Context: an optimization exercise on an open-source flow, tuned for small area. The choices shown serve that exercise and are no tape-out recipe. In this exercise RTL edits were held to simulation tests only and were not proved equivalent to the original. Power is estimated from default activity; no workload was simulated.

===== flow/config.mk =====
export PLATFORM = sky130hd
export DESIGN_NAME = hb_frame_decoder
export DESIGN_NICKNAME = hb_frame_decoder
export VERILOG_FILES = /design/flow/design.v
export SDC_FILE = /design/flow/constraint.sdc
export NUM_CORES = 4
export LEC_CHECK = 0
export CAP_MARGIN = 20
export CORE_MARGIN = 2
export CORE_UTILIZATION = 40
export SLEW_MARGIN = 20

===== flow/constraint.sdc =====
create_clock -name core_clock -period 15.0 [get_ports {clk}]
set_input_delay 3.0000 -clock core_clock [delete_from_list [all_inputs] [get_ports {clk}]]
set_output_delay 3.0000 -clock core_clock [all_outputs]
set_load 0.01 [all_outputs]

===== flow/design.v =====
module hb_frame_decoder #(
    parameter NUM_PIXELS = 32,
    parameter CAP        = 3 * NUM_PIXELS,
    parameter AW         = (CAP > 1) ? $clog2(CAP) : 1
) (
    input  wire          clk,
    input  wire          rst,
    input  wire          in_valid,
    input  wire [7:0]    in_data,
    output wire          in_ready,
    output reg           evt_valid,
    output reg  [2:0]    evt_code,
    output reg  [15:0]   evt_len,
    input  wire [AW-1:0] pb_rd_addr,
    output wire [7:0]    pb_rd_data,
    output wire [2:0]    dbg_state
);
    localparam [7:0] MAGIC_1 = 8'hFF;
    localparam [7:0] MAGIC_2 = 8'hAA;
    localparam [2:0] ST_WAIT_MAGIC_1  = 3'd0;
    localparam [2:0] ST_WAIT_MAGIC_2  = 3'd1;
    localparam [2:0] ST_WAIT_LENGTH_1 = 3'd2;
    localparam [2:0] ST_WAIT_LENGTH_2 = 3'd3;
    localparam [2:0] ST_WAIT_DATA     = 3'd4;
    localparam [2:0] ST_WAIT_CHECKSUM = 3'd5;
    localparam [2:0] EV_NEED_MORE    = 3'd0;
    localparam [2:0] EV_ACCEPT       = 3'd1;
    localparam [2:0] EV_ERR_RESYNC   = 3'd2;
    localparam [2:0] EV_ERR_OVERFLOW = 3'd3;
    localparam [2:0] EV_ERR_CHECKSUM = 3'd4;
    reg [2:0]  st;
    reg [15:0] len;
    reg [15:0] cnt;
    reg [7:0]  csum;
    reg [7:0] stage [0:CAP-1];
    reg [7:0] pb    [0:CAP-1];
    assign in_ready   = ~rst;
    assign dbg_state  = st;
    assign pb_rd_data = (pb_rd_addr < CAP) ? pb[pb_rd_addr] : 8'h00;
    wire consume = in_valid & ~rst;
    reg [2:0]  nx_st;
    reg [15:0] nx_len;
    reg [15:0] nx_cnt;
    reg [7:0]  nx_csum;
    reg [2:0]  nx_evt;
    reg        do_store;
    reg        do_commit;
    wire [16:0] cap_w    = CAP;
    wire [16:0] min_len  = ({1'b0, len} < cap_w) ? {1'b0, len} : cap_w;
    wire [15:0] cnt_inc  = cnt + 16'd1;
    wire [15:0] len_full = {in_data, len[7:0]};
    always @(*) begin
        nx_st     = st;
        nx_len    = len;
        nx_cnt    = cnt;
        nx_csum   = csum;
        nx_evt    = EV_NEED_MORE;
        do_store  = 1'b0;
        do_commit = 1'b0;
        case (st)
            ST_WAIT_MAGIC_1: begin
                if (in_data == MAGIC_1)
                    nx_st = ST_WAIT_MAGIC_2;
            end
            ST_WAIT_MAGIC_2: begin
                if (in_data == MAGIC_2) begin
                    nx_st = ST_WAIT_LENGTH_1;
                end else begin
                    nx_st  = ST_WAIT_MAGIC_1;
                    nx_evt = EV_ERR_RESYNC;
                end
            end
            ST_WAIT_LENGTH_1: begin
                nx_len = {8'h00, in_data};
                nx_st  = ST_WAIT_LENGTH_2;
            end
            ST_WAIT_LENGTH_2: begin
                nx_len  = len_full;
                nx_cnt  = 16'd0;
                nx_csum = 8'h00;
                if (len_full == 16'd0)
                    nx_st = ST_WAIT_CHECKSUM;
                else
                    nx_st = ST_WAIT_DATA;
            end
            ST_WAIT_DATA: begin
                if ({1'b0, cnt} < min_len) begin
                    do_store = 1'b1;
                    nx_csum  = csum + in_data;
                    nx_cnt   = cnt_inc;
                    if (cnt_inc == len)
                        nx_st = ST_WAIT_CHECKSUM;
                end else if ({1'b0, cnt} >= cap_w && cnt < len) begin
                    nx_st  = ST_WAIT_MAGIC_1;
                    nx_evt = EV_ERR_OVERFLOW;
                end else begin
                    nx_st = ST_WAIT_MAGIC_1;
                end
            end
            ST_WAIT_CHECKSUM: begin
                nx_st = ST_WAIT_MAGIC_1;
                if (in_data == csum) begin
                    do_commit = 1'b1;
                    nx_evt    = EV_ACCEPT;
                end else begin
                    nx_evt = EV_ERR_CHECKSUM;
                end
            end
            default: begin
                nx_st = ST_WAIT_MAGIC_1;
            end
        endcase
    end
    always @(posedge clk) begin
        if (rst) begin
            st        <= ST_WAIT_MAGIC_1;
            len       <= 16'd0;
            cnt       <= 16'd0;
            csum      <= 8'd0;
            evt_valid <= 1'b0;
            evt_code  <= EV_NEED_MORE;
            evt_len   <= 16'd0;
        end else begin
            evt_valid <= consume;
            if (consume) begin
                st       <= nx_st;
                len      <= nx_len;
                cnt      <= nx_cnt;
                csum     <= nx_csum;
                evt_code <= nx_evt;
                evt_len  <= (nx_evt == EV_ACCEPT) ? len : 16'd0;
            end else begin
                evt_code <= EV_NEED_MORE;
                evt_len  <= 16'd0;
            end
        end
    end
    integer i;
    always @(posedge clk) begin
        if (consume && do_store) begin
            for (i = 0; i < CAP; i = i + 1)
                if (cnt == i)
                    stage[i] <= in_data;
        end
        if (consume && do_commit) begin
            for (i = 0; i < CAP; i = i + 1)
                if (i < len)
                    pb[i] <= stage[i];
        end
    end
endmodule

===== flow/run.sh =====
#!/bin/bash
# synth_recipe.tcl (not shown) runs the flow's synth.tcl, then flattens the netlist and writes it again
# the make line also repeats each setting of config.mk as NAME=value (left out here)
make -C /OpenROAD-flow-scripts/flow DESIGN_CONFIG=/design/flow/config.mk WORK_HOME=/design/flow/orfs CLKGATE_MAP_FILE= SYNTH_SCRIPT=/design/flow/synth_recipe.tcl finish

==> summary.md <==
| Metric | Value |
|---|---|
| Status | `complete, no violations` |
| Metal2 WL | `94900 microns` |
| Critical Path Start Type | `input port` |
| GPL Wtd Cong | `1.02` |
| Gate Count Post-Synth | `3133` |
| Initial Utilization | `0.402` |
| WL/cell | `40.7 microns` |
| Distinct cells, synth | `82` |
| Synthesis-to-layout area growth | `15.2%` |
| Syn Std Cell Area | `56900 sq um` |
| Final TNS setup | `0 ns` |
| CP Capture Point | `pb_rd_data[2]` |
| Synth top area share | `0.811` |
| Share of post-route cells with drive strength above 1 | `0.127` |
| Met1 wire length | `84300 microns` |
| Fin cells | `5358` |
| Final period utilization | `0.766` |
| Crit Path Max Fanout | `28` |
| Critical path, cell by cell | `clkdlybuf4s50_1 > buf_4 > or3_1 > buf_4 > nor2_1 > a32oi_1 > and3_1 > o211ai_1 > or4_1 > nor4_1 > a31oi_1 > clkdlybuf4s50_1` |
| Die area | `145000 sq um` |
| Clock Skew | `0.0338 ns` |
| Final Total Pwr | `9070 uW` |
| Area leader, netlist | `edfxtp_1` |
| Worst hold path class | `reg -> reg` |
| Total Nets Final | `3392` |
| Slowest cell on crit path | `nor4_1` |
| Post-CTS Hold Buffers | `0` |
| Max-slew violations | `0` |
| P_leak | `0.0202 uW` |
| R2r setup slk | `8.75 ns` |
| H-tree depth | `4` |
| Clock root cell | `clkbuf_16` |
| Number of CTS-inserted buffers | `159` |
| Required time worst endpoint | `12.00 ns` |
| Post-CTS setup buffers | `0` |
| DR WL met3 | `26100 microns` |
| First-pass GRT wire length | `286000 microns` |
| Max frequency | `87.1 MHz` |
| CTS tree | `done` |
| Share of flip-flops with an asynchronous set or reset | `0` |
| Power density over the cells | `138 nW/um^2` |
| Predominant post-synthesis flop cell | `edfxtp_1` |
| DRC viols | `0` |
| Count leader, synth | `edfxtp_1` |
| Largest net degree at the start of global routing | `100` |
| Max-Slew Margin vs Limit | `0.0789` |
| Synth top cells by count | `edfxtp_1, nor2_1, a22oi_1` |
| Total Wirelength | `218000 microns` |
| Vias per inst | `6.28` |
| Crit path kind | `in -> out` |
| Share of the yosys chip area belonging to registers | `0.833` |
| DP Cell Count | `5059` |
| Pre-CTS WS | `3.99 ns` |
| Worst-margin pin slew | `1.37 ns` |
| Initial antenna violation count | `17` |
| Number of max-cap violations | `0` |
| Routed Antenna Nets | `0` |
| Via Count | `33633` |
| Port bufs | `49` |
| Setup violators final | `0` |
| Worst Min Path Start | `stage[38][1]$_DFFE_PP_` |
| Clock Tree Buf Depth | `3` |
| EDFF count, synth | `1536` |
| Gates resized, CTS repair | `0` |
| Die Ht | `381 microns` |
| Drt first pass iters | `6` |
| Rows | `138` |
| Register bit count reported by yosys | `1599` |
| Setup ws final | `3.51 ns` |
| Initial DRC count | `6523` |
| DP HPWL | `148000 microns` |
| VDD IR max | `0.121 mV` |
| Crit Reg-Reg Startpoint | `len[15]$_SDFFE_PP0P_` |
| # clock sinks | `1599` |
| RSZ-0062 raised after global routing | `false` |
| Crit-path max cell delay | `1.06 ns` |
| Top sig layer | `met5` |
| Worst r2r dst | `stage[17][4]$_DFFE_PP_` |
| Core area | `141000 sq um` |
| Overall die width | `381 microns` |
| Syn Area/Cell | `18.2 sq um` |
| Global-route usage over all layers | `0.297` |
| Ports | `50` |
| Warnings from Yosys | `3` |
| Vias in the first global route | `31094` |
| CP Capture Type | `output pin` |
| Hold Fails Final Rpt | `0` |
| Min Tclk post-route | `11.49 ns` |
| FF-to-FF path depth | `12` |
| Clock Pin Slew Worst Setup and Hold Paths | `0.06 ns` |
| Crit path DAT | `8.49 ns` |
| CP startpoint | `pb_rd_addr[4]` |
| Synth area leaders | `edfxtp_1, a22oi_1, dfxtp_1, nor2_1, a21oi_1` |
| Global route overflow | `0` |
| Worst skew pair latency | `0.84 ns` |
power breakdown:
part	leakage, uW	switching (uW)	internal (uW)
Combinational	0.00341	205	56.6
Clock	0.00247	1750	2210
Sequential	0.0143	3.30	4850
Total	0.0202	1960	7120
metrics by stage:
stage / instance area [sq um] / util / hold slack [ns]
final: 65500 / 0.463 / 0.398
after global routing: 65500 / 0.463 / 0.412
after CTS: 65500 / 0.463 / 0.405
after detailed placement: 60300 / 0.427 / 0.405
after global placement: 60300 / 0.426 / 0.400
after floorplan: 56900 / - / 0.400
area by class of cell:
type,instances,area (sq um)
Clock inverter,92,936
Inverter,28,105
Tap cell,1890,2360
Multi-Input combinational cell,1347,8930
Clock buffer,197,4180
Antenna cell,9,22.5
Timing Repair Buffer,196,1600
Sequential cell,1599,47400
Fill cell,11896,75900
worst min-delay path by stage:
stage                     endpoint  slack [ns]  cells past startpoint
2_1_floorplan   pb[0][0]$_DFFE_PP_        0.40                      0
3_3_place_gp   pb[55][7]$_DFFE_PP_        0.40                      0
3_5_place_dp    pb[0][6]$_DFFE_PP_        0.40                      0
4_1_cts        pb[33][4]$_DFFE_PP_        0.40                      0
5_1_grt        pb[69][5]$_DFFE_PP_        0.41                      0
6_report       pb[38][1]$_DFFE_PP_        0.40                      0
metal layers:
metal | global-route usage | up-vias
li1 | - | 13098
met1 | 0.407 | 17420
met2 | 0.433 | 2621
met3 | 0.0783 | 480
met4 | 0.158 | 14
met5 | 0 | -
sequential cells by signal, summed over array words and instances (netlist names):
register	flops
evt_valid	1
evt_len	16
pb	768
len	16
csum	8
stage	768
cnt	16
evt_code	3
st	3
critical path, delay by kind of cell:
kind | cells | cell delay [ns]
AND/OR/NAND/NOR | 5 | 2.45
buffers and inverters | 4 | 1.90
AO/OA/AOI/OAI | 3 | 1.07
logic make-up (layout without fill, tap and decap cells):
family	after synthesis	in the layout	synth area share
compound gates	695	695	0.0865
xor+xnor	30	30	0.00462
fa+ha+maj	43	43	0.00959
buf+inv	195	513	0.0148
flops	1599	1599	0.833
mux	10	10	0.00185
other cells	1	18	0.0000659
simple gates	560	560	0.0497
cell usage in the layout (no fill, tap or decap), types with 9 or more instances in the layout:
cell and n:
a21oi_2 14, o22ai_1 38, nor4_1 20, clkbuf_16 161, a31oi_1 28, o21ai_0 65
a222oi_1 21, nand3_1 73, a21oi_1 126, clkbuf_1 34, xnor2_1 21, nand2_1 119
a22oi_1 182, dfxtp_1 63, inv_1 25, nand4_1 27, a221oi_1 43, and2_1 9
buf_4 151, a22o_1 42, edfxtp_1 1536, and3_1 10, nor3_1 17, ha_1 42
clkdlybuf4s50_1 41, clkinv_1 39, a32oi_1 50, conb_1 9, diode_2 9, nand3b_1 16
xor2_1 9, a41oi_1 11, nor2_2 9, clkinv_2 17, nor2_1 183, nor2b_1 10
bufinv_16 12

re-timing with driven ports:
In the flow no input, the clock included, has a driving cell. The finished layout below was timed again as built, in two steps.
Step 1, drivers: a clkbuf_16 drives clk and a buf_2 each remaining input, both assumed.
Step 2 moves the port delays by t, midway between the first and last clock arrival at a register: inputs arrive t later, outputs are due t later. That takes back most of the time a late clock gives input paths.
Three values: no drivers, after step 1, after step 2; two values: the first two.
shift t [ns]: 0.885
setup slack, ns: 3.514 / 3.483 / 3.483
worst data-port slew with drivers (ns): 0.06
After both steps setup and hold are still met in this run. The setup slack of this run moves by -0.031 ns with the drivers and by -0.031 ns with both steps.
